This design comes from an exercise in tuning for small area and a short achievable clock period on the open sky130 flow, not from production work. RTL that was checked went through simulation tests only; none was proved equivalent to the original. For runs 3 and 4, only the layout was checked, not whether the RTL still works. No activity file was given, so power comes from the tool's default toggle rates.

## flow/design.v

```verilog
module minifloat_unit (
    input  wire        clk,
    input  wire [4:0]  op,
    input  wire [31:0] a,
    input  wire [31:0] b,
    output wire [31:0] y,
    output wire [1:0]  st
);
    wire [11:0] ahi_d;
    wire [4:0]  tz_d;
    wire        or_d;
    mf_front u_front (.op(op), .a(a), .b(b[7:0]), .ahi(ahi_d), .tz(tz_d), .or19_11(or_d));
    reg [4:0]  op_q;
    reg [7:0]  p_q;        
    reg [11:0] ahi_q;      
    reg [2:0]  amid_q;     
    reg        a16_q;      
    reg        or_q;       
    reg [4:0]  tz_q;       
    always @(posedge clk) begin
        op_q   <= op;
        p_q    <= a[7:0];
        ahi_q  <= ahi_d;
        amid_q <= a[10:8];
        a16_q  <= a[16];
        or_q   <= or_d;
        tz_q   <= tz_d;
    end
    wire [7:0] lo_d;
    wire [8:0] hi_d;
    wire [1:0] st_d;
    mf_core u_core (.op(op_q), .p(p_q), .q(ahi_q[11:4]), .lt(ahi_q[3]), .d(ahi_q[2:0]), .ahi(ahi_q), .amid(amid_q),
                    .a16(a16_q), .or19_11(or_q), .tz(tz_q), .lo(lo_d), .hi(hi_d), .st(st_d));
    reg [7:0]  lo_q;
    reg [8:0]  hi_q;      
    reg [1:0]  st_q;
    always @(posedge clk) begin
        lo_q <= lo_d;
        hi_q <= hi_d;
        st_q <= st_d;
    end
    assign y  = {hi_q[8:7], {4{hi_q[6]}}, hi_q[5:0], 12'd0, lo_q};
    assign st = st_q;
endmodule
module mf_front (
    input  wire [4:0]  op,
    input  wire [31:0] a,
    input  wire [7:0]  b,
    output wire [11:0] ahi,       
    output wire [4:0]  tz,        
    output wire        or19_11
);
    wire       vv = (op == 5'd9) || (op[4:2] == 3'b011 && op[1:0] != 2'b11);
    wire [7:0] q  = {b[7] ^ (op == 5'd13), b[6:0]};
    wire       lt = (a[6:4] < b[6:4]);
    wire [2:0] d  = lt ? (b[6:4] - a[6:4]) : (a[6:4] - b[6:4]);
    assign ahi = vv ? {q, lt, d} : a[31:20];
    assign or19_11 = |a[19:11];
    wire [23:0] g = {1'b1, a[22:0]};
    wire [5:0]  z;                   
    wire [11:0] l;                   
    genvar i;
    generate
        for (i = 0; i < 6; i = i + 1) begin : grp
            wire [3:0] w = g[4*i+3:4*i];
            assign z[i]         = ~|w;
            assign l[2*i+1]     = ~w[0] & ~w[1];
            assign l[2*i]       = ~w[0] & (w[1] | ~w[2]);
        end
    endgenerate
    wire [5:0] first = {z[4] & z[3] & z[2] & z[1] & z[0],
                        ~z[4] & z[3] & z[2] & z[1] & z[0],
                        ~z[3] & z[2] & z[1] & z[0],
                        ~z[2] & z[1] & z[0],
                        ~z[1] & z[0],
                        ~z[0]};
    assign tz[4]   = z[3] & z[2] & z[1] & z[0];
    assign tz[3]   = z[1] & z[0] & ~(z[2] & z[3]);
    assign tz[2]   = first[1] | first[3] | first[5];
    assign tz[1:0] = ({2{first[0]}} & l[1:0])  | ({2{first[1]}} & l[3:2])  |
                     ({2{first[2]}} & l[5:4])  | ({2{first[3]}} & l[7:6])  |
                     ({2{first[4]}} & l[9:8])  | ({2{first[5]}} & l[11:10]);
endmodule
module mf_core (
    input  wire [4:0]  op,
    input  wire [7:0]  p,
    input  wire [7:0]  q,
    input  wire        lt,
    input  wire [2:0]  d,
    input  wire [11:0] ahi,       
    input  wire [2:0]  amid,      
    input  wire        a16,
    input  wire        or19_11,
    input  wire [4:0]  tz,
    output reg  [7:0]  lo,        
    output wire [8:0]  hi,        
    output reg  [1:0]  st
);
    wire op_norm = (op == 5'd10);
    wire op_mul  = (op == 5'd14);
    wire [7:0]  v_l   = lt ? q : p;                   
    wire [7:0]  v_s  = lt ? p : q;                   
    wire [3:0]  ml   = v_l[3:0];
    wire [10:0] xs   = {7'd0, v_s[3:0]} << d;
    wire        same = (p[7] == q[7]);
    wire        hi0  = (xs[10:4] == 7'd0);
    wire        sgt  = !hi0 || (xs[3:0] > ml);       
    wire        tie  = hi0 && (xs[3:0] == ml);
    wire [9:0]  sum  = xs[9:0] + {6'd0, ml};
    wire [9:0]  dif1 = xs[9:0] - {6'd0, ml};
    wire [3:0]  dif2 = ml - xs[3:0];
    wire [9:0]  add_m    = same ? sum : (sgt ? dif1 : {6'd0, dif2});
    wire        add_s    = same ? p[7] : (sgt ? v_s[7] : v_l[7]);
    wire        add_zero = !same && tie;
    wire [3:0] esum      = {1'b0, p[6:4]} + {1'b0, q[6:4]};
    wire       mul_s     = p[7] ^ q[7];
    wire [7:0] mul_p     = p[3:0] * q[3:0];
    wire       mul_under = (esum < 4'd2);
    wire       mul_sat   = (esum > 4'd8);
    wire [2:0] mul_e     = esum[2:0] - 3'd2;
    wire norm_big = (ahi[11:7] != 5'd0) || (ahi[3:0] != 4'd0) || or19_11 || amid[2];
    wire [2:0] n_e   = op_norm ? ahi[6:4] : (op_mul ? mul_e : v_l[6:4]);
    wire [9:0] n_m   = op_norm ? {amid[1:0], p} : (op_mul ? {2'd0, mul_p} : add_m);
    wire       n_sat = op_norm ? norm_big : (op_mul && mul_sat);
    reg  [2:0] k;
    reg  [3:0] mo;
    always @* begin
        casez (n_m)
            10'b1?????????: begin k = 3'd6; mo = n_m[9:6]; end
            10'b01????????: begin k = 3'd5; mo = n_m[8:5]; end
            10'b001???????: begin k = 3'd4; mo = n_m[7:4]; end
            10'b0001??????: begin k = 3'd3; mo = n_m[6:3]; end
            10'b00001?????: begin k = 3'd2; mo = n_m[5:2]; end
            10'b000001????: begin k = 3'd1; mo = n_m[4:1]; end
            default:        begin k = 3'd0; mo = n_m[3:0]; end
        endcase
    end
    wire       n_s = n_sat || (n_e == 3'd7) || (k > n_e);
    wire [6:0] n_y = n_s ? 7'h70 : {n_e - k, mo};
    wire       vs = p[7];
    wire [2:0] ve = p[6:4];
    wire [3:0] vm = p[3:0];
    reg  [1:0] lp;
    reg  [2:0] fr;
    always @* begin
        casez (vm)
            4'b1???: begin lp = 2'd3; fr = vm[2:0]; end
            4'b01??: begin lp = 2'd2; fr = {vm[1:0], 1'b0}; end
            4'b001?: begin lp = 2'd1; fr = {vm[0], 2'b0}; end
            default: begin lp = 2'd0; fr = 3'd0; end
        endcase
    end
    wire [7:0]  xexp   = 8'd125 + {5'd0, ve} + {6'd0, lp};
    wire [11:0] tof_hi = (vm == 4'd0) ? {vs, 11'd0} : {vs, xexp, fr};
    assign hi = (op == 5'd15) ? {tof_hi[11:10], tof_hi[9], tof_hi[5:0]} : 9'd0;
    wire       fs   = ahi[11];
    wire [7:0] fx   = ahi[10:3];
    wire [3:0] top  = {1'b1, ahi[2:0]};
    wire       xz   = (fx == 8'd0);
    wire       fz   = (tz == 5'd23);
    wire       xlo  = (fx < 8'd125);               
    wire       xhi  = (fx > 8'd147);               
    wire [4:0] u    = fx[4:0] + 5'd3;              
    wire [5:0] qp   = {1'b0, u} + {1'b0, tz};      
    wire       low  = xlo || (!xhi && (qp < 6'd23));
    wire       high = xhi || (qp > 6'd29);
    wire [2:0] eb   = qp[2:0] + 3'd1;              
    wire       tge  = (tz >= 5'd20);
    wire [3:0] mt   = top >> tz[1:0];              
    wire [2:0] c    = 3'd4 - tz[2:0];              
    wire [3:0] e2   = {1'b0, eb} - {1'b0, c};      
    wire       e2ok = (tz >= 5'd14) && !e2[3];
    wire [6:0] inr  = (high || !(tge || e2ok)) ? 7'h70 : (tge ? {eb, mt} : {e2[2:0], top});
    wire       xabs = xz ? !fz : low;
    wire [7:0] xy   = xz ? {fs, 7'd0} : {fs, inr};
    wire [1:0] ash  = 2'd0 - fx[1:0];              
    wire [6:0] alo  = xlo ? 7'd0 : ((fx <= 8'd128) ? {3'd0, top >> ash} : 7'h70);
    wire [7:0] ay   = xz ? {fs, 7'd0} : (low ? {fs, alo} : {fs, inr});
    always @* begin
        lo = 8'd0;
        st = 2'd0;
        case (op)
            5'd0:  lo = 8'd0;
            5'd1:  lo = 8'h21;
            5'd2:  lo = {a16, amid, p[3:0]};
            5'd3:  lo = {7'd0, p[7]};
            5'd4:  lo = {5'd0, p[6:4]};
            5'd5:  lo = {4'd0, p[3:0]};
            5'd6:  lo = {7'd0, p[7]};
            5'd7:  lo = {7'd0, ~p[7]};
            5'd8:  lo = (p[6:0] == 7'd0) ? 8'd0 : (p[7] ? 8'hFF : 8'h01);
            5'd9:  lo = {7'd0, (p == q)};
            5'd10: lo = {1'b0, n_y};
            5'd11: lo = p ^ 8'h80;
            5'd12, 5'd13: lo = add_zero ? 8'd0 : {add_s, n_y};
            5'd14: lo = mul_under ? {mul_s, 7'd0} : {mul_s, n_y};
            5'd15: lo = 8'd0;
            5'd16: begin
                if (xabs) st = 2'd1;
                else      lo = xy;
            end
            5'd17: lo = ay;
            default: st = 2'd2;
        endcase
    end
endmodule
```

## flow/flow/run.sh

```bash
#!/bin/bash
# Own layout flow: the standard ORFS flow (standard.sh) with these changes.
#  1. Synthesis is synth_recipe.tcl unchanged except that ABC maps the
#     request-stage module mf_front with flow/abc_front.script and the rest
#     with flow/abc.script (registers, flattening and renaming as standard).
#  2. Ports are buffered with sky130_fd_sc_hd__buf_1 instead of the delay
#     buffer buffer_ports picks by default.
#  3. Yosys maps adders to plain gates for ABC (no full/half-adder cells).
#  4. repair_timing aims at a setup margin of flow/margin.txt ns, so that it
#     works on the datapath rather than stopping once the 15 ns clock is met.
# Each tool's full output stays in orfs/logs/; make's own output goes to
# make_finish.log in this folder.
set -euo pipefail
HERE=$(pwd)
MARGIN=$(cat flow/margin.txt)
cat > my_synth.tcl <<EOT
proc abc {args} {
  set i [lsearch -exact \$args -script]
  set front \$args
  lset front [expr {\$i + 1}] $HERE/flow/abc_front.script
  yosys abc {*}\$front mf_front
  set rest \$args
  lset rest [expr {\$i + 1}] $HERE/flow/abc.script
  yosys abc {*}\$rest
}
EOT
cat synth_recipe.tcl >> my_synth.tcl
bash standard.sh SYNTH_SCRIPT=$HERE/my_synth.tcl SETUP_SLACK_MARGIN=$MARGIN \
  "BUFFER_PORTS_ARGS=-buffer_cell sky130_fd_sc_hd__buf_1" ADDER_MAP_FILE= finish > make_finish.log 2>&1
```

## flow/flow/abc_front.script

```
strash
balance
 rewrite
 refactor
 balance
 rewrite
 rewrite -z
 balance
 refactor -z
 rewrite -z
 balance
balance
 rewrite
 refactor
 balance
 rewrite
 rewrite -z
 balance
 refactor -z
 rewrite -z
 balance
dch -f
map -B 0.9
topo
buffer -c
upsize -c
dnsize -c
```

## flow/constraint.sdc

```tcl
create_clock -name core_clock -period 15.0 [get_ports {clk}]
set_input_delay 3.0000 -clock core_clock [delete_from_list [all_inputs] [get_ports {clk}]]
set_output_delay 3.0000 -clock core_clock [all_outputs]
set_load 0.01 [all_outputs]
```

## flow/flow/abc.script

```
strash
dc2
balance
 rewrite
 refactor
 balance
 rewrite
 rewrite -z
 balance
 refactor -z
 rewrite -z
 balance
&get -n
&deepsyn -T 60
&put
dch -f
map -B 0.9
topo
```

## flow/config.mk

```make
export PLATFORM = sky130hd
export DESIGN_NAME = minifloat_unit
export DESIGN_NICKNAME = minifloat_unit
export VERILOG_FILES = /design/flow/design.v
export SDC_FILE = /design/flow/constraint.sdc
export NUM_CORES = 4
export LEC_CHECK = 0
export CAP_MARGIN = 20
export CORE_MARGIN = 2
export CORE_UTILIZATION = 60
export CTS_BUF_LIST = sky130_fd_sc_hd__clkbuf_4 sky130_fd_sc_hd__clkbuf_8
export CTS_CLUSTER_DIAMETER = 60
export CTS_CLUSTER_SIZE = 24
export SLEW_MARGIN = 20
export SYNTH_HIERARCHICAL = 1
export SYNTH_MINIMUM_KEEP_SIZE = 0
```

## flow/standard.sh

```bash
#!/bin/bash
# synth_recipe.tcl (not shown) runs the flow's synth.tcl, then flattens the netlist and writes it again
# the make line also repeats each setting of config.mk as NAME=value (left out here)
make -C /OpenROAD-flow-scripts/flow DESIGN_CONFIG=/design/flow/config.mk WORK_HOME=/design/flow/orfs CLKGATE_MAP_FILE= SYNTH_SCRIPT=/design/flow/synth_recipe.tcl "${@:-finish}"
```

## flow/flow/margin.txt

```
11.1
```

==> impl_results.md, run 1 <==
- Status: complete, no violations
- Fin nets: between 900 and 1000
- FF-to-FF path depth: 19
- Via count: approximately 5900
- P_sw: around 0.18 mW
- Clock power frac: 26.3%
- Root buffer cell: clkbuf_8
- Slew margin rel.: 53.81%
- Internal Power: 0.2803 mW
- Setup crit start kind: register
- Worst-Margin Slew: 687.5 ps
- Stages on worst setup path: 1
- Initial antenna violation count: 0
- Combinational share of power: 37.5%
- Die area: 0.008430 sq mm
- Power per cell area: 87.54 mW/mm^2
- Fin. Hold Viols: 0
- Clk buf depth: 2
- Synth top cells by count: nand2_1 (248), clkinv_1 (90), nor2_1 (82)
- Max VDD drop: ~0.058 mV
- Share of post-route cells with drive strength above 1: 8.501%
- Post-synth top flop: dfxtp_1
- Worst Path Required: 12000 ps
- Skew final: 8.698 ps
- Crit-path max FO: 4
- CP max stage cell: dfxtp_1
- RSZ-0062 raised after global routing: false
- Boundary Pins: 104
- Total Routed Length: 15140 microns
- CTS tree: done
- Clk pin slew, worst setup/hold paths: 100 ps
- EDFF count, synth: 0
- Seq/Total Area, Yosys: 23.36%
- Crit path buffers/inverters: 1
- CP Cell Sequence: buf_1
- PortBufs: 67
- Area Growth Syn to Fin: 14.14%
- Die Y-Extent: 91.82 microns
- Synth cell types: 47
- Yosys reg bits: 54
- Fmax: ~260 MHz
- Synth top area share: 23.36%
- HP Start: op_q[4]$_DFF_P_
- Die W: 91.82 microns
- TritonCTS Sinks: 54
- Setup violators final: 0
- Vias in the first global route: 5394
- First-pass GRT wire length: 24270 microns
- Worst stage delay on the critical path: about 370 ps
- Row Count: 32
- Slew Viols, Final: 0
- Hold Path Depth: 2
- Setup TNS: 0 ps
- Synthesized area per cell: 5.726 sq um
- Largest net degree at the start of global routing: 19
- Largest area contributor in the netlist: dfxtp_1
- Synth area leaders: dfxtp_1 (23%), nand2_1 (20%), nand3_1 (8.1%)
- Crit path DAT: 840 ps
- Leak: 2.315 nW
- Switch share: 39.38%
- Fraction of registers with async set/reset: 0%
- Syn Inst Count: 808
- Cell with the most instances after synthesis: nand2_1
- WS Path Type: reg -> out
- Vias per Instance: 5.874
- Initial Util: between 60% and 70%
- Detailed Route Iter0 Violations: 490
- First-pass DRT Iterations: 5
- Ys Warns: 8
- Delay-heaviest family, CP: flip-flops
- Skew-Pair Late Insertion Delay: 320 ps
- All-Layer GR Usage: between 30% and 40%
- Avg WL per Cell: roughly 15 microns
- Final worst-path cycle share: 25.63%
- Hpwl dp: 11760 microns
- Post-route DRC violation count: 0
- Max-cap violations: 0
- Congestion Overflow GR: 0
- H-tree depth: 2
- Core footprint: 0.007607 sq mm
- Post-layout min period: between 3000 and 4000 ps
- CP Capture Type: primary output
- R2r startpoint: op_q[2]$_DFF_P_
- Mapped Area: 0.004627 sq mm
- Finished Layout Cells: ~1000
- Filler cells: about 700
- Num CTS Buffers: 5
- Routed Antenna Nets: 0
- GPL Wtd Cong: 0.9826
- Hold Crit Class: reg -> reg
- Seq pwr share: a little over a third
- Placed Cells incl. Taps: 972
- ANT cells: 0
- Critical Path Start: hi_q[6]$_DFF_P_
==> routing by layer <==
metal	vias up	GRT usage [%]	part of all wire, %
li1	2850	-	-
met1	2605	42.57	40
met2	332	62.56	48
met3	64	4.848	8.2
met4	0	16.04	4.0
met5	-	0	0
==> sequential cells by signal, summed over array words and instances, names as in the netlist <==
name	count
amid_q	3
p_q	8
hi_q	9
ahi_q	12
st_q	2
or_q	1
lo_q	8
tz_q	5
op_q	5
a16_q	1
==> cell families after synthesis <==
group,Yosys count,share of synthesized area (%)
simple gates,461,43.02
compound gates,149,19.39
xor+xnor,10,1.893
other cells,1,0.08105
buf+inv,133,12.25
flops,54,23.36
==> timing repair <==
action                                  4_1_cts  5_1_grt
endpoints found under the setup margin        7       17
hold buffers                                  0        0
gates resized for setup                      12       28
pin swaps                                     0        5
setup buffers                                 0       16
gates cloned                                  0        0
==> modules after synthesis (local to each module, per instance) <==
module | cell area (sq um) | copies in the design | flops+latches
mf_core | 2785 | 1 | 0
mf_front | 644.4 | 1 | 0
minifloat_unit | 1197 | 1 | 54
==> cells in the final DEF (no fill, tap or decap), types with 5 or more instances in the layout <==
cell / count
nand2_1: 244
nand2_2: 6
buf_4: 17
nor4_1: 6
nand4_1: 15
dfxtp_1: 42
nand3_1: 75
xor2_1: 6
nor3_1: 13
o31ai_1: 5
inv_1: 24
clkbuf_8: 6
a31oi_1: 8
nor2_4: 5
dfxtp_4: 6
buf_1: 66
clkinv_1: 86
nor2_1: 79
a21oi_1: 42
o21ai_0: 49
o22ai_1: 8
conb_1: 12
dfxtp_2: 6
==> per-stage QoR <==
stage	total power, mW	cell area [sq um]	utilization (%)	hold WS, ps	worst slack [ps]
after floorplan	0.2858	4668	-	444.0	11250
after global placement	0.3221	4923	64.72	467.2	10740
after detailed placement	0.3274	4923	64.72	466.7	10640
after CTS	0.4458	5085	66.84	484.4	11110
after global routing	0.4911	5281	69.42	513.3	11010
final	0.4624	5281	69.42	485.1	11160
==> power groups by stage <==
stage,sequential [mW],combinational (mW),clock (mW)
5_1_grt,0.168,0.195,0.128
3_3_place_gp,0.171,0.152,0
6_report,0.167,0.174,0.121
3_5_place_dp,0.171,0.157,0
4_1_cts,0.168,0.158,0.120
2_1_floorplan,0.165,0.120,0
==> worst register-to-register path: stages, from the launching register on <==
cell      delay (ps)
dfxtp_1          660
clkinv_1         510
nor2_2           490
clkinv_1         310
nor2_1           200
a21oi_1           90
nand2_1           80
clkinv_1          90
nand2_1          150
nor2_1            90
nand4_1          190
nand2_1          100
nand2_1           80
nand3_1           90
nand2_1           90
nand2_1           80
nand2_2          120
nand2_1           70
nand2_1           60
nand2_1           50
==> final timing paths <==
kind,slack (ps),endpoint
min reg2reg,490,st_q[1]$_DFF_P_
max reg2reg,11300,lo_q[5]$_DFF_P_
max,11160,y[27]
min,490,st_q[1]$_DFF_P_
==> layout make-up <==
type	instances	area [sq um]	area share, %
multi-input cells	632	3077	58.26
clock inverters	2	60.06	1.137
inverters	116	442.9	8.387
flip-flops and latches	54	1111	21.04
repair buffers	84	380.4	7.202
well taps	102	127.6	2.416
clock buffers	6	82.58	1.564
==> inputs of run 2 (changes only) <==
==> flow/flow/margin.txt (replaced) <==
11.2
--- a/flow/config.mk
+++ b/flow/config.mk
@@ -7,10 +7,10 @@
 export LEC_CHECK = 0
 export CAP_MARGIN = 20
 export CORE_MARGIN = 2
-export CORE_UTILIZATION = 60
+export CORE_UTILIZATION = 55
 export CTS_BUF_LIST = sky130_fd_sc_hd__clkbuf_4 sky130_fd_sc_hd__clkbuf_8
-export CTS_CLUSTER_DIAMETER = 60
-export CTS_CLUSTER_SIZE = 24
+export CTS_CLUSTER_DIAMETER = 100
+export CTS_CLUSTER_SIZE = 32
 export SLEW_MARGIN = 20
 export SYNTH_HIERARCHICAL = 1
 export SYNTH_MINIMUM_KEEP_SIZE = 0
==> impl_results.md, run 2 <==
- Fin nets: 957 (-0.62%)
- Critical Path Start: hi_q[6]$_DFF_P_
- Final worst-path cycle share: 25.37% (-0.26 points)
- Delay-heaviest family, CP: flip-flops
- HP Start: op_q[4]$_DFF_P_
- FF-to-FF path depth: 19 (unchanged)
- Crit path buffers/inverters: 1 (unchanged)
- CP Cell Sequence: buf_6
- CP Capture Type: primary output
- Clk pin slew, worst setup/hold paths: 100 ps (about the same)
- Synth area leaders: dfxtp_1 (23%), nand2_1 (20%), nand3_1 (8.1%)
- Synth Area in Simple Gates: 43.02% (unchanged)
- Fmax: 262.8 MHz (+1.0%)
- Clk buf depth: 2 (unchanged)
- Largest family of logic cells by synthesized area: simple AND/OR/NAND/NOR gates
- TritonCTS Sinks: 54 (unchanged)
- Setup TNS: 0 ps (unchanged)
- Post-layout min period: 3805 ps (-38.80 ps)
- H-tree depth: 2 (unchanged)
- Commonest non-fill, non-tap cells in the layout: nand2_1 (241), clkinv_1 (83), nor2_1 (78), nand3_1 (71), o21ai_0 (49)
- Fraction of registers with async set/reset: 0% (unchanged)
- ANT cells: 0 (unchanged)
- Wire length on met2: 7065 microns (-1.8%)
- Detailed Route Iter0 Violations: 523 (+6.7%)
- Worst Path Required: 12000 ps (about the same)
- Filler cells: 816 (+20%)
- XOR/XNOR Fraction of Synth Area: 1.893% (unchanged)
- Crit path DAT: 810 ps (-30 ps)
- Row Count: 33 (+3.1%)
- Mapped Area: 0.004627 sq mm (unchanged)
- Setup crit start kind: register
- Via count: 5717 (-2.3%)
- Leak: 2.366 nW (+2.2%)
- All-Layer GR Usage: 33.09% (-2.3 points)
- Hpwl dp: 11690 microns (-0.56%)
- Biggest register: ahi_q
- Yosys reg bits: 54 (unchanged)
- Length of routed met3 wiring: 1140 microns (-7.9%)
- Hold Crit Class: reg -> reg
- Root buffer cell: clkbuf_8
- Num CTS Buffers: 5 (unchanged)
- Avg WL per Cell: 15.02 microns (-1.2%)
- Vias in the first global route: 5105 (-5.4%)
- First-pass DRT Iterations: 5 (unchanged)
- Mux cell area share after synthesis: 0% (unchanged)
- Post-route DRC violation count: 0 (unchanged)
- Core footprint: 0.008175 sq mm (+7.5%)
- Synthesized area per cell: 5.726 sq um (unchanged)
- Max VDD drop: 0.04910 mV (-15%)
- Synth top cells by count: nand2_1 (248), clkinv_1 (90), nor2_1 (82)
- CP max stage cell: dfxtp_4
- Initial Util: 56.60% (-4.2 points)
- Slew margin rel.: 47.18% (-6.6 points)
- R2r startpoint: op_q[2]$_DFF_P_
- Cell area after layout: 0.005328 sq mm (+0.88%)
- Tot Pwr: 0.4412 mW (-4.6%)
- Synth cell types: 47 (unchanged)
- Synth top area share: 23.36% (unchanged)
- Die area: 0.009162 sq mm (+8.7%)
- Initial antenna violation count: 0 (unchanged)
- Hold WS: 522.3 ps (+37.16 ps)
- Share of post-route cells with drive strength above 1: 12.39% (+3.9 points)
- Syn Inst Count: 808 (unchanged)
- Total Routed Length: 14910 microns (-1.5%)
- Ys Warns: 8 (unchanged)
- Setup violators final: 0 (unchanged)
- Die Y-Extent: 95.72 microns (+4.3%)
- EDFF count, synth: 0 (unchanged)
- Die W: 95.72 microns (+4.3%)
- WL met1: 6173 microns (+1.2%)
- Synth Area in Adders: 0% (unchanged)
- Post-synth top flop: dfxtp_1
- Slew Viols, Final: 0 (unchanged)
- Vias per Instance: 5.757 (-2.0%)
- First-pass GRT wire length: 23740 microns (-2.2%)
- Power per cell area: 82.81 mW/mm^2 (-5.4%)
- Fin. Hold Viols: 0 (unchanged)
- GPL Wtd Cong: 0.9853 (+0.27%)
- Largest net degree at the start of global routing: 19 (unchanged)
- Worst-Margin Slew: 772.3 ps (+84.78 ps)
- Compound-Gate Fraction of Synth Area: 19.39% (unchanged)
- Placement Cell Area: 0.004935 sq mm (+0.23%)
- Skew-Pair Late Insertion Delay: 310 ps (about the same)
- Most common cell after layout, fill and taps aside: nand2_1
- Max-cap violations: 0 (unchanged)
- Cell with the most instances after synthesis: nand2_1
- Worst stage delay on the critical path: 380 ps (about the same)
- Biggest regs: ahi_q x12, hi_q x9
- RSZ-0062 raised after global routing: true
- Status: complete, no violations
- Crit-path max FO: 4 (unchanged)
- WS Path Type: reg -> out
- CTS tree: done
- Skew final: 6.616 ps (-2.082 ps)
- Hold Path Depth: 2 (unchanged)
- Stages on worst setup path: 1 (unchanged)
- Routed Antenna Nets: 0 (unchanged)
- PortBufs: 67 (unchanged)
- Max FFs per register: 12 (unchanged)
- Area Growth Syn to Fin: 15.14%
- Largest area contributor in the netlist: dfxtp_1
- Boundary Pins: 104 (unchanged)
- Seq/Total Area, Yosys: 23.36% (unchanged)
- DR top layer: met4
- R2R Setup Slk: 11420 ps (+120 ps)
- Congestion Overflow GR: 0 (unchanged)
[run 2: cell counts after synthesis]
No cell type changed its count.
[run 2: repair_timing]
action / 4_1_cts / 5_1_grt
hold buffers: 0 / 0
setup buffers: 4 / 5
endpoints found under the setup margin: 17 / 32
pin swaps: 2 / 5
gates resized for setup: 28 / 64
[run 2: report_power, final]
group / internal (mW) / switching (mW)
Clock: 0.0497 / 0.0496
Combinational: 0.0588 / 0.117
Sequential: 0.152 / 0.0148
Total: 0.260 / 0.181
[run 2: final cells by class]
| cell class | instances | area [sq um] | area share [%] |
|---|---|---|---|
| Timing Repair Buffer | 78 | 394.1 | 7.398 |
| Inverter | 116 | 449.2 | 8.431 |
| Clock buffer | 5 | 68.82 | 1.292 |
| Multi-Input combinational cell | 632 | 3117 | 58.50 |
| Sequential cell | 54 | 1122 | 21.07 |
| Clock inverter | 3 | 45.04 | 0.8455 |
| Tap cell | 105 | 131.4 | 2.466 |
[run 2: per-stage QoR]
stage	utilization, %	worst slack, ps	std cells
3_5_place_dp	60.36	10590	976
5_1_grt	65.17	11140	993
3_3_place_gp	60.36	10680	976
6_report	65.17	11190	993
4_1_cts	62.81	11210	988
2_1_floorplan	-	11250	819
[run 2: kinds of logic after synthesis]
logic type | after synthesis
and+or+nand+nor | 461
AOI/OAI and AO/OA | 149
buffers and inverters | 133
DFF | 54
xor gates and xnor gates | 10
other | 1
[run 2: final timing paths]
path,end
min,st_q[1]$_DFF_P_
max,y[28]
max reg2reg,lo_q[4]$_DFF_P_
min reg2reg,st_q[1]$_DFF_P_
[run 2: routing by layer]
metal	GRT usage (%)	vias to the layer above
li1	-	2827
met1	41.32	2546
met2	56.47	297
met3	4.699	47
met4	14.88	0
met5	0	-
[run 2: modules after synthesis, one instance, submodules excluded]
| module | cells | flip-flops and latches | cell area (sq um) |
|---|---|---|---|
| mf_core | 604 | 0 | 2785 |
| mf_front | 134 | 0 | 644.4 |
| minifloat_unit | 70 | 54 | 1197 |
==> inputs of run 3 (changes only) <==
--- a/flow/design.v
+++ b/flow/design.v
@@ -51,10 +51,9 @@
     output wire        or19_11
 );
     wire       vv = (op == 5'd9) || (op[4:2] == 3'b011 && op[1:0] != 2'b11);
-    wire [7:0] q  = {b[7] ^ (op == 5'd13), b[6:0]};
     wire       lt = (a[6:4] < b[6:4]);
     wire [2:0] d  = lt ? (b[6:4] - a[6:4]) : (a[6:4] - b[6:4]);
-    assign ahi = vv ? {q, lt, d} : a[31:20];
+    assign ahi = vv ? {b, lt, d} : a[31:20];
     assign or19_11 = |a[19:11];
     wire [23:0] g = {1'b1, a[22:0]};
     wire [5:0]  z;                   
@@ -102,7 +101,8 @@
     wire [7:0]  v_s  = lt ? p : q;                   
     wire [3:0]  ml   = v_l[3:0];
     wire [10:0] xs   = {7'd0, v_s[3:0]} << d;
-    wire        same = (p[7] == q[7]);
+    wire        sb   = q[7] ^ (op == 5'd13);         
+    wire        same = (p[7] == sb);
     wire        hi0  = (xs[10:4] == 7'd0);
     wire        sgt  = !hi0 || (xs[3:0] > ml);       
     wire        tie  = hi0 && (xs[3:0] == ml);
@@ -110,7 +110,7 @@
     wire [9:0]  dif1 = xs[9:0] - {6'd0, ml};
     wire [3:0]  dif2 = ml - xs[3:0];
     wire [9:0]  add_m    = same ? sum : (sgt ? dif1 : {6'd0, dif2});
-    wire        add_s    = same ? p[7] : (sgt ? v_s[7] : v_l[7]);
+    wire        add_s    = same ? p[7] : ((sgt ^ lt) ? sb : p[7]);
     wire        add_zero = !same && tie;
     wire [3:0] esum      = {1'b0, p[6:4]} + {1'b0, q[6:4]};
     wire       mul_s     = p[7] ^ q[7];
--- a/flow/config.mk
+++ b/flow/config.mk
@@ -9,8 +9,8 @@
 export CORE_MARGIN = 2
 export CORE_UTILIZATION = 55
 export CTS_BUF_LIST = sky130_fd_sc_hd__clkbuf_4 sky130_fd_sc_hd__clkbuf_8
-export CTS_CLUSTER_DIAMETER = 100
-export CTS_CLUSTER_SIZE = 32
+export CTS_CLUSTER_DIAMETER = 60
+export CTS_CLUSTER_SIZE = 24
 export SLEW_MARGIN = 20
 export SYNTH_HIERARCHICAL = 1
 export SYNTH_MINIMUM_KEEP_SIZE = 0
==> impl_results.md, run 3 <==
- Status: complete, no violations
- Max FFs per register: 12 (unchanged)
- Root buffer cell: clkbuf_8
- R2r startpoint: ahi_q[3]$_DFF_P_
- Tot Pwr: 0.4418 mW (+0.14%)
- Routed Antenna Nets: 0 (unchanged)
- Synth top area share: 22.88% (-0.48 points)
- Setup violators final: 0 (unchanged)
- Finished Layout Cells: 1028 (+3.5%)
- Clk buf depth: 2 (unchanged)
- Crit-path max FO: 4 (unchanged)
- Crit path DAT: 800 ps (about the same)
- Length of routed met3 wiring: 1246 microns (+9.3%)
- Max VDD drop: 0.05603 mV (+14%)
- All-Layer GR Usage: 31.30% (-1.8 points)
- CTS tree: done
- Die W: 96.68 microns (+1.0%)
- Die area: 0.009347 sq mm (+2.0%)
- ANT cells: 0 (unchanged)
- Fin nets: 992 (+3.7%)
- WS Path Type: reg -> out
- TritonCTS Sinks: 54 (unchanged)
- Post-layout min period: 3799 ps (-6.100 ps)
- Largest net degree at the start of global routing: 20 (+1)
- Commonest non-fill, non-tap cells in the layout: nand2_1 (272), clkinv_1 (95), nand3_1 (75), nor2_1 (62), buf_1 (45)
- Share of post-route cells with drive strength above 1: 14.08% (+1.7 points)
- FF/Latch Area: 0.001120 sq mm (-0.22%)
- Setup TNS: 0 ps (unchanged)
- RSZ-0062 raised after global routing: true
- Placed Cells incl. Taps: 1005 (+3.0%)
- Slew Viols, Final: 0 (unchanged)
- CP max stage cell: dfxtp_2
- Fin. Hold Viols: 0 (unchanged)
- Initial antenna violation count: 0 (unchanged)
- Delay-heaviest family, CP: flip-flops
- Post-route DRC violation count: 0 (unchanged)
- Congestion Overflow GR: 0 (unchanged)
- Slew margin rel.: 49.05% (+1.9 points)
- Leak: 2.542 nW (+7.4%)
- Synthesized area per cell: 5.638 sq um (-1.5%)
- Max-cap violations: 0 (unchanged)
- Skew final: 13.53 ps (+6.913 ps)
- CP Capture Type: primary output
- WL met1: 6797 microns (+10%)
- Vias per Instance: 5.676 (-1.4%)
- Hold Crit Class: reg -> reg
- Ys Warns: 8 (unchanged)
- Critical Path Start: hi_q[6]$_DFF_P_
- First-pass GRT wire length: 24470 microns (+3.1%)
- Core footprint: 0.008258 sq mm (+1.0%)
- Detailed Route Iter0 Violations: 420 (-20%)
- Filler cells: 789 (-3.3%)
- Synth cell types: 43 (-8.5%)
- Clk pin slew, worst setup/hold paths: 110 ps (about the same)
- Area Growth Syn to Fin: 16.05%
- Multi-input gate area: 0.003237 sq mm (+3.9%)
- Avg WL per Cell: 14.73 microns (-1.9%)
- DR top layer: met4
- Via count: 5835 (+2.1%)
- Wire length on met2: 6723 microns (-4.8%)
- Crit path buffers/inverters: 1 (unchanged)
- Initial Util: 57.21% (+0.62 points)
- Worst Path Required: 12000 ps (about the same)
- Power per cell area: 80.58 mW/mm^2 (-2.7%)
- Die Y-Extent: 96.68 microns (+1.0%)
- Vias in the first global route: 5207 (+2.0%)
- Cell with the most instances after synthesis: nand2_1
- Hpwl dp: 12060 microns (+3.2%)
- Seq/Total Area, Yosys: 22.88% (-0.48 points)
- Synth top cells by count: nand2_1 (281), clkinv_1 (102), nand3_1 (85)
- CP Cell Sequence: buf_2
- Yosys reg bits: 54 (unchanged)
- Biggest register: ahi_q
- Count of hold-fix buffers inserted at cts: 0 (unchanged)
- Final worst-path cycle share: 25.33% (-0.041 points)
- Post-synth top flop: dfxtp_1
- PortBufs: 67 (unchanged)
- HP Start: op_q[4]$_DFF_P_
- Num CTS Buffers: 5 (unchanged)
- Synth area leaders: dfxtp_1 (23%), nand2_1 (22%), nand3_1 (9.0%)
- Biggest regs: ahi_q x12, hi_q x9
- Fraction of registers with async set/reset: 0% (unchanged)
- Skew-Pair Late Insertion Delay: 320 ps (about the same)
- GPL Wtd Cong: 0.9783 (-0.71%)
- Boundary Pins: 104 (unchanged)
- Fmax: 263.2 MHz (+0.16%)
- Worst stage delay on the critical path: 350 ps (-30 ps)
- Row Count: 33 (unchanged)
- Most common cell after layout, fill and taps aside: nand2_1
- First-pass DRT Iterations: 5 (unchanged)
- H-tree depth: 2 (unchanged)
- Setup crit start kind: register
- Mapped Area: 0.004725 sq mm (+2.1%)
- Syn Inst Count: 838 (+3.7%)
- EDFF count, synth: 0 (unchanged)
- Worst-Margin Slew: 745.0 ps (-27.25 ps)
- Largest area contributor in the netlist: dfxtp_1
- Total Routed Length: 15150 microns (+1.6%)
[run 3: cell count changes in the layout (fill, tap and decap cells not counted), sizes merged, moves of 3 or more]
cell | before | now
nand3 | 77 | 87
o211ai | 4 | 7
a21oi | 43 | 37
nand2 | 250 | 283
or2 | 3 | 7
a31oi | 8 | 11
buf | 64 | 69
o21ai | 54 | 39
nor2 | 87 | 72
nand4 | 15 | 22
clkinv | 84 | 98
[run 3: repair_timing]
item | 4_1_cts | 5_1_grt
setup buffers | 0 | 15
pin swaps | 0 | 8
gates resized for setup | 31 | 70
endpoints found under the setup margin | 15 | 29
[run 3: worst paths after layout]
check / end / slack (ps) / cells after the start
max reg2reg: lo_q[4]$_DFF_P_ / 11500 / 25
min: st_q[1]$_DFF_P_ / 550 / 2
min reg2reg: st_q[1]$_DFF_P_ / 550 / 2
max: y[29] / 11200 / 1
[run 3: layout make-up]
type                            count  area share (%)
Multi-Input combinational cell    651           59.04
Tap cell                          105           2.396
Clock inverter                      3          0.4792
Clock buffer                        5           1.255
Sequential cell                    54           20.42
Inverter                          127           9.060
Timing Repair Buffer               83           7.348
[run 3: power breakdown]
group / internal (mW) / switching (mW)
clock network: 0.0348 / 0.0535
logic: 0.0631 / 0.125
registers: 0.151 / 0.0141
[run 3: routing by layer]
layer	track usage, %	up-vias
li1	-	2929
met5	0	-
met1	44.59	2561
met4	8.451	0
met2	50.32	310
met3	3.540	35
[run 3: kinds of logic after synthesis]
logic type | after synthesis | synth area share, %
AO/OA/AOI/OAI | 128 | 16.18
XOR/XNOR | 11 | 2.039
buffers and inverters | 144 | 12.69
flip-flops | 54 | 22.88
other | 1 | 0.07937
AND/OR/NAND/NOR | 500 | 46.13
[run 3: modules after synthesis, one instance, submodules excluded]
module          cell area [sq um]  cells inside  copies in the design  flip-flops and latches
minifloat_unit               1197            70                     1                      54
mf_core                      2910           636                     1                       0
mf_front                    616.8           132                     1                       0
[run 3: metrics by stage]
| stage | area (sq um) | util [%] | hold WS (ps) | setup slack [ps] |
|---|---|---|---|---|
| 6_report | 5483 | 66.39 | 546.0 | 11200 |
| 5_1_grt | 5483 | 66.39 | 576.1 | 11150 |
| 4_1_cts | 5186 | 62.80 | 543.2 | 11200 |
| 3_5_place_dp | 5034 | 60.95 | 534.6 | 10310 |
| 3_3_place_gp | 5034 | 60.95 | 536.6 | 10430 |
| 2_1_floorplan | 4766 | - | 454.6 | 11330 |
==> inputs of run 4 (changes only) <==
--- a/flow/design.v
+++ b/flow/design.v
@@ -51,11 +51,18 @@
     output wire        or19_11
 );
     wire       vv = (op == 5'd9) || (op[4:2] == 3'b011 && op[1:0] != 2'b11);
+    wire [7:0] q  = {b[7] ^ (op == 5'd13), b[6:0]};
     wire       lt = (a[6:4] < b[6:4]);
     wire [2:0] d  = lt ? (b[6:4] - a[6:4]) : (a[6:4] - b[6:4]);
-    assign ahi = vv ? {b, lt, d} : a[31:20];
+    assign ahi = vv ? {q, lt, d} : a[31:20];
     assign or19_11 = |a[19:11];
-    wire [23:0] g = {1'b1, a[22:0]};
+    mf_tz u_tz (.f(a[22:0]), .t(tz));
+endmodule
+module mf_tz (
+    input  wire [22:0] f,
+    output wire [4:0]  t
+);
+    wire [23:0] g = {1'b1, f};
     wire [5:0]  z;                   
     wire [11:0] l;                   
     genvar i;
@@ -73,10 +80,10 @@
                         ~z[2] & z[1] & z[0],
                         ~z[1] & z[0],
                         ~z[0]};
-    assign tz[4]   = z[3] & z[2] & z[1] & z[0];
-    assign tz[3]   = z[1] & z[0] & ~(z[2] & z[3]);
-    assign tz[2]   = first[1] | first[3] | first[5];
-    assign tz[1:0] = ({2{first[0]}} & l[1:0])  | ({2{first[1]}} & l[3:2])  |
+    assign t[4]   = z[3] & z[2] & z[1] & z[0];
+    assign t[3]   = z[1] & z[0] & ~(z[2] & z[3]);
+    assign t[2]   = first[1] | first[3] | first[5];
+    assign t[1:0] = ({2{first[0]}} & l[1:0])  | ({2{first[1]}} & l[3:2])  |
                      ({2{first[2]}} & l[5:4])  | ({2{first[3]}} & l[7:6])  |
                      ({2{first[4]}} & l[9:8])  | ({2{first[5]}} & l[11:10]);
 endmodule
@@ -101,8 +108,7 @@
     wire [7:0]  v_s  = lt ? p : q;                   
     wire [3:0]  ml   = v_l[3:0];
     wire [10:0] xs   = {7'd0, v_s[3:0]} << d;
-    wire        sb   = q[7] ^ (op == 5'd13);         
-    wire        same = (p[7] == sb);
+    wire        same = (p[7] == q[7]);
     wire        hi0  = (xs[10:4] == 7'd0);
     wire        sgt  = !hi0 || (xs[3:0] > ml);       
     wire        tie  = hi0 && (xs[3:0] == ml);
@@ -110,7 +116,7 @@
     wire [9:0]  dif1 = xs[9:0] - {6'd0, ml};
     wire [3:0]  dif2 = ml - xs[3:0];
     wire [9:0]  add_m    = same ? sum : (sgt ? dif1 : {6'd0, dif2});
-    wire        add_s    = same ? p[7] : ((sgt ^ lt) ? sb : p[7]);
+    wire        add_s    = same ? p[7] : (sgt ? v_s[7] : v_l[7]);
     wire        add_zero = !same && tie;
     wire [3:0] esum      = {1'b0, p[6:4]} + {1'b0, q[6:4]};
     wire       mul_s     = p[7] ^ q[7];
--- a/flow/flow/run.sh
+++ b/flow/flow/run.sh
@@ -1,7 +1,8 @@
 #!/bin/bash
 # Own layout flow: the standard ORFS flow (standard.sh) with these changes.
 #  1. Synthesis is synth_recipe.tcl unchanged except that ABC maps the
-#     request-stage module mf_front with flow/abc_front.script and the rest
+#     request-stage modules mf_front and mf_tz with flow/abc_front.script and
+#     the rest
 #     with flow/abc.script (registers, flattening and renaming as standard).
 #  2. Ports are buffered with sky130_fd_sc_hd__buf_1 instead of the delay
 #     buffer buffer_ports picks by default.
@@ -18,7 +19,7 @@
   set i [lsearch -exact \$args -script]
   set front \$args
   lset front [expr {\$i + 1}] $HERE/flow/abc_front.script
-  yosys abc {*}\$front mf_front
+  yosys abc {*}\$front mf_front mf_tz
   set rest \$args
   lset rest [expr {\$i + 1}] $HERE/flow/abc.script
   yosys abc {*}\$rest
==> impl_results.md, run 4 <==
- Row Count: 33 (unchanged)
- First-pass DRT Iterations: 5 (unchanged)
- P_sw: 0.1859 mW (-3.4%)
- Biggest register: ahi_q
- Seq pwr share: 36.7% (-0.8 points)
- Slew margin rel.: 51.59% (+2.5 points)
- PortBufs: 67 (unchanged)
- Boundary Pins: 104 (unchanged)
- Clk buf depth: 2 (unchanged)
- H-tree depth: 2 (unchanged)
- Crit path DAT: 790 ps (about the same)
- Most common cell after layout, fill and taps aside: nand2_1
- Cell with the most instances after synthesis: nand2_1
- Routed Antenna Nets: 0 (unchanged)
- Max VDD drop: 0.06995 mV (+25%)
- Worst Slack Setup Final: 11210 ps (+10.20 ps)
- Setup TNS: 0 ps (unchanged)
- Hpwl dp: 11850 microns (-1.8%)
- EDFF count, synth: 0 (unchanged)
- Count of hold-fix buffers inserted at cts: 0 (unchanged)
- Synth top area share: 23.11% (+0.23 points)
- Clock power frac: 22.5% (+2.5 points)
- WS Path Type: reg -> out
- Crit-path max FO: 4 (unchanged)
- Crit path buffers/inverters: 1 (unchanged)
- Initial Util: 56.94% (-0.28 points)
- Total Routed Length: 15390 microns (+1.6%)
- Max-cap violations: 0 (unchanged)
- CP max stage cell: dfxtp_2
- Commonest non-fill, non-tap cells in the layout: nand2_1 (229), clkinv_1 (82), nor2_1 (77), nand3_1 (70), buf_1 (48)
- Fmax: 263.9 MHz (+0.27%)
- Max FFs per register: 12 (unchanged)
- Clk pin slew, worst setup/hold paths: 100 ps (about the same)
- Fin nets: 966 (-2.6%)
- Worst stage delay on the critical path: 350 ps (about the same)
- Synthesized area per cell: 5.783 sq um (+2.6%)
- Syn Inst Count: 809 (-3.5%)
- Detailed Route Iter0 Violations: 459 (+9.3%)
- Num CTS Buffers: 5 (unchanged)
- Via count: 5781 (-0.93%)
- Post-route DRC violation count: 0 (unchanged)
- Placement Cell Area: 0.004975 sq mm (-1.2%)
- Initial antenna violation count: 0 (unchanged)
- Skew final: 9.713 ps (-3.816 ps)
- Post-synth top flop: dfxtp_1
- CP Capture Type: primary output
- Area Growth Syn to Fin: 16.07% (about the same)
- Pre-CTS setup slack: 10600 ps (+291.1 ps)
- Leak: 2.440 nW (-4.0%)
- Cell area after layout: 0.005430 sq mm (-0.96%)
- Largest area contributor in the netlist: dfxtp_1
- Filler cells: 815 (+3.3%)
- Vias in the first global route: 5085 (-2.3%)
- Finished Layout Cells: 1002 (-2.5%)
- Fraction of registers with async set/reset: 0% (unchanged)
- TritonCTS Sinks: 54 (unchanged)
- Largest net degree at the start of global routing: 19 (-5.0%)
- Hold Crit Class: reg -> reg
- Ys Warns: 8 (unchanged)
- First-pass GRT wire length: 24130 microns (-1.4%)
- Avg WL per Cell: 15.36 microns (+4.2%)
- Vias per Instance: 5.769 (+1.6%)
- Placed Cells incl. Taps: 976 (-2.9%)
- Worst Path Required: 12000 ps (about the same)
- Delay-heaviest family, CP: flip-flops
- Slew Viols, Final: 0 (unchanged)
- All-Layer GR Usage: 33.67% (+2.4 points)
- GPL Wtd Cong: 1.003 (+2.6%)
- Skew-Pair Late Insertion Delay: 320 ps (about the same)
- Seq/Total Area, Yosys: 23.11% (+0.23 points)
- ANT cells: 0 (unchanged)
- Biggest regs: ahi_q x12, hi_q x9
- Die area: 0.009259 sq mm (-0.94%)
- Root buffer cell: clkbuf_8
- Synth area leaders: dfxtp_1 (23%), nand2_1 (19%), nand3_1 (8.1%)
- Share of post-route cells with drive strength above 1: 14.38% (+0.30 points)
- Combinational share of power: 40.7% (-1.9 points)
- Congestion Overflow GR: 0 (unchanged)
- Yosys reg bits: 54 (unchanged)
- Worst-Margin Slew: 707.8 ps (-37.19 ps)
- Core footprint: 0.008217 sq mm (-0.50%)
- Final worst-path cycle share: 25.26% (-0.068 points)
- Setup violators final: 0 (unchanged)
- Setup crit start kind: register
- Die Y-Extent: 96.23 microns (-0.47%)
- CTS tree: done
- Fin. Hold Viols: 0 (unchanged)
- Hold WS: 526.8 ps (-19.25 ps)
- Die W: 96.23 microns (-0.47%)
- RSZ-0062 raised after global routing: true
- Internal Power: 0.2664 mW (+6.8%)
- Switch share: 41.11% (-2.4 points)
- CP Cell Sequence: buf_2
- Synth cell types: 49 (+14%)
- Status: complete, no violations
- Synth top cells by count: nand2_1 (239), clkinv_1 (90), nor2_1 (82)
- Power per cell area: 83.29 mW/mm^2 (+3.4%)
- Final Util: 66.09% (-0.31 points)
- Tot Pwr: 0.4523 mW (+2.4%)
- Post-layout min period: 3789 ps (-10.20 ps)
- Mapped Area: 0.004678 sq mm (-0.98%)
[run 4: kinds of logic (layout without fill, tap and decap cells)]
logic type | count (synthesis) | after routing | synth area share, %
other | 1 | 12 | 0.08016
DFF | 54 | 54 | 23.11
buffers and inverters | 131 | 208 | 12.04
and+or+nand+nor | 464 | 464 | 43.54
AOI/OAI and AO/OA | 150 | 150 | 19.55
xor gates and xnor gates | 9 | 9 | 1.685
[run 4: layer usage]
layer,up-vias,track usage [%],part of all wire [%]
met5,-,0,0
met4,0,15.36,3.7
met3,47,5.247,7.3
met2,295,58.22,47
met1,2585,40.79,42
li1,2854,-,-
[run 4: Yosys stat by module (local to each module, per instance)]
module / cell area [sq um] / copies in the design / flip-flops and latches / cells
mf_tz: 340.3 / 1 / 0 / 63
mf_front: 355.3 / 1 / 0 / 72
minifloat_unit: 1197 / 1 / 54 / 70
mf_core: 2785 / 1 / 0 / 604
[run 4: power groups by stage]
stage | sequential [mW] | clock (mW) | combinational (mW)
2_1_floorplan | 0.165 | 0 | 0.122
3_3_place_gp | 0.171 | 0 | 0.154
3_5_place_dp | 0.171 | 0 | 0.158
4_1_cts | 0.168 | 0.102 | 0.160
5_1_grt | 0.167 | 0.107 | 0.206
6_report | 0.166 | 0.102 | 0.184
[run 4: final timing paths]
check | startpoint | to | slack (ps) | cells after the start
worst max register to register | p_q[0]$_DFF_P_ | lo_q[4]$_DFF_P_ | 11540 | 28
worst max-delay path | hi_q[6]$_DFF_P_ | y[26] | 11210 | 1
worst min-delay path | op_q[4]$_DFF_P_ | st_q[1]$_DFF_P_ | 530 | 2
worst min register to register | op_q[4]$_DFF_P_ | st_q[1]$_DFF_P_ | 530 | 2
[run 4: repair_timing]
action | CTS | global route
setup endpoints to repair | 11 | 28
hold endpoints to repair | 0 | 0
resized for setup | 26 | 62
setup buffers | 0 | 18
pin swaps | 0 | 9
[run 4: final cells by class]
class | instances | area [sq um] | share of cell area (%)
Timing Repair Buffer | 86 | 417.9 | 7.696
Inverter | 114 | 446.7 | 8.226
Clock inverter | 2 | 37.54 | 0.6912
Clock buffer | 6 | 76.32 | 1.406
Multi-Input combinational cell | 635 | 3199 | 58.92
Tap cell | 105 | 131.4 | 2.419
Sequential cell | 54 | 1121 | 20.65

==> what the ideal ports hide <==
How much do the figures lean on ideal ports? The routed layouts below were timed once more, with nothing changed but the port constraints.
Step 1 sets driving cells, clkbuf_16 on the clock port and buf_2 on the other inputs (assumed; they add their load-dependent delay and slew).
Step 2, shift: input delay + t, output delay - t, t = (earliest + latest rising clock arrival at the registers) / 2. This alone moves slack from input paths to output paths.
Slacks: ideal / step 1 / step 2; pairs: ideal / step 1.
run	t, ns	setup WS [ns]	hold slack, ns	latest minus earliest clock arrival (ns)	worst register clock-pin slew, ns
run 1	0.346	11.156 / 11.123 / 10.824	0.485 / 0.485 / 0.485	0.009 / 0.009	0.10 / 0.10
run 2	0.344	11.195 / 11.160 / 10.975	0.522 / 0.522 / 0.522	0.008 / 0.007	0.10 / 0.10
run 3	0.350	11.201 / 11.168 / 10.979	0.546 / 0.546 / 0.546	0.014 / 0.013	0.11 / 0.11
run 4	0.344	11.211 / 11.178 / 10.960	0.527 / 0.527 / 0.527	0.010 / 0.010	0.10 / 0.10
After both steps setup and hold are still met in every run listed. For run 1, which loses most, drivers alone change the setup slack by -0.033 ns; drivers and shift together by -0.332 ns.
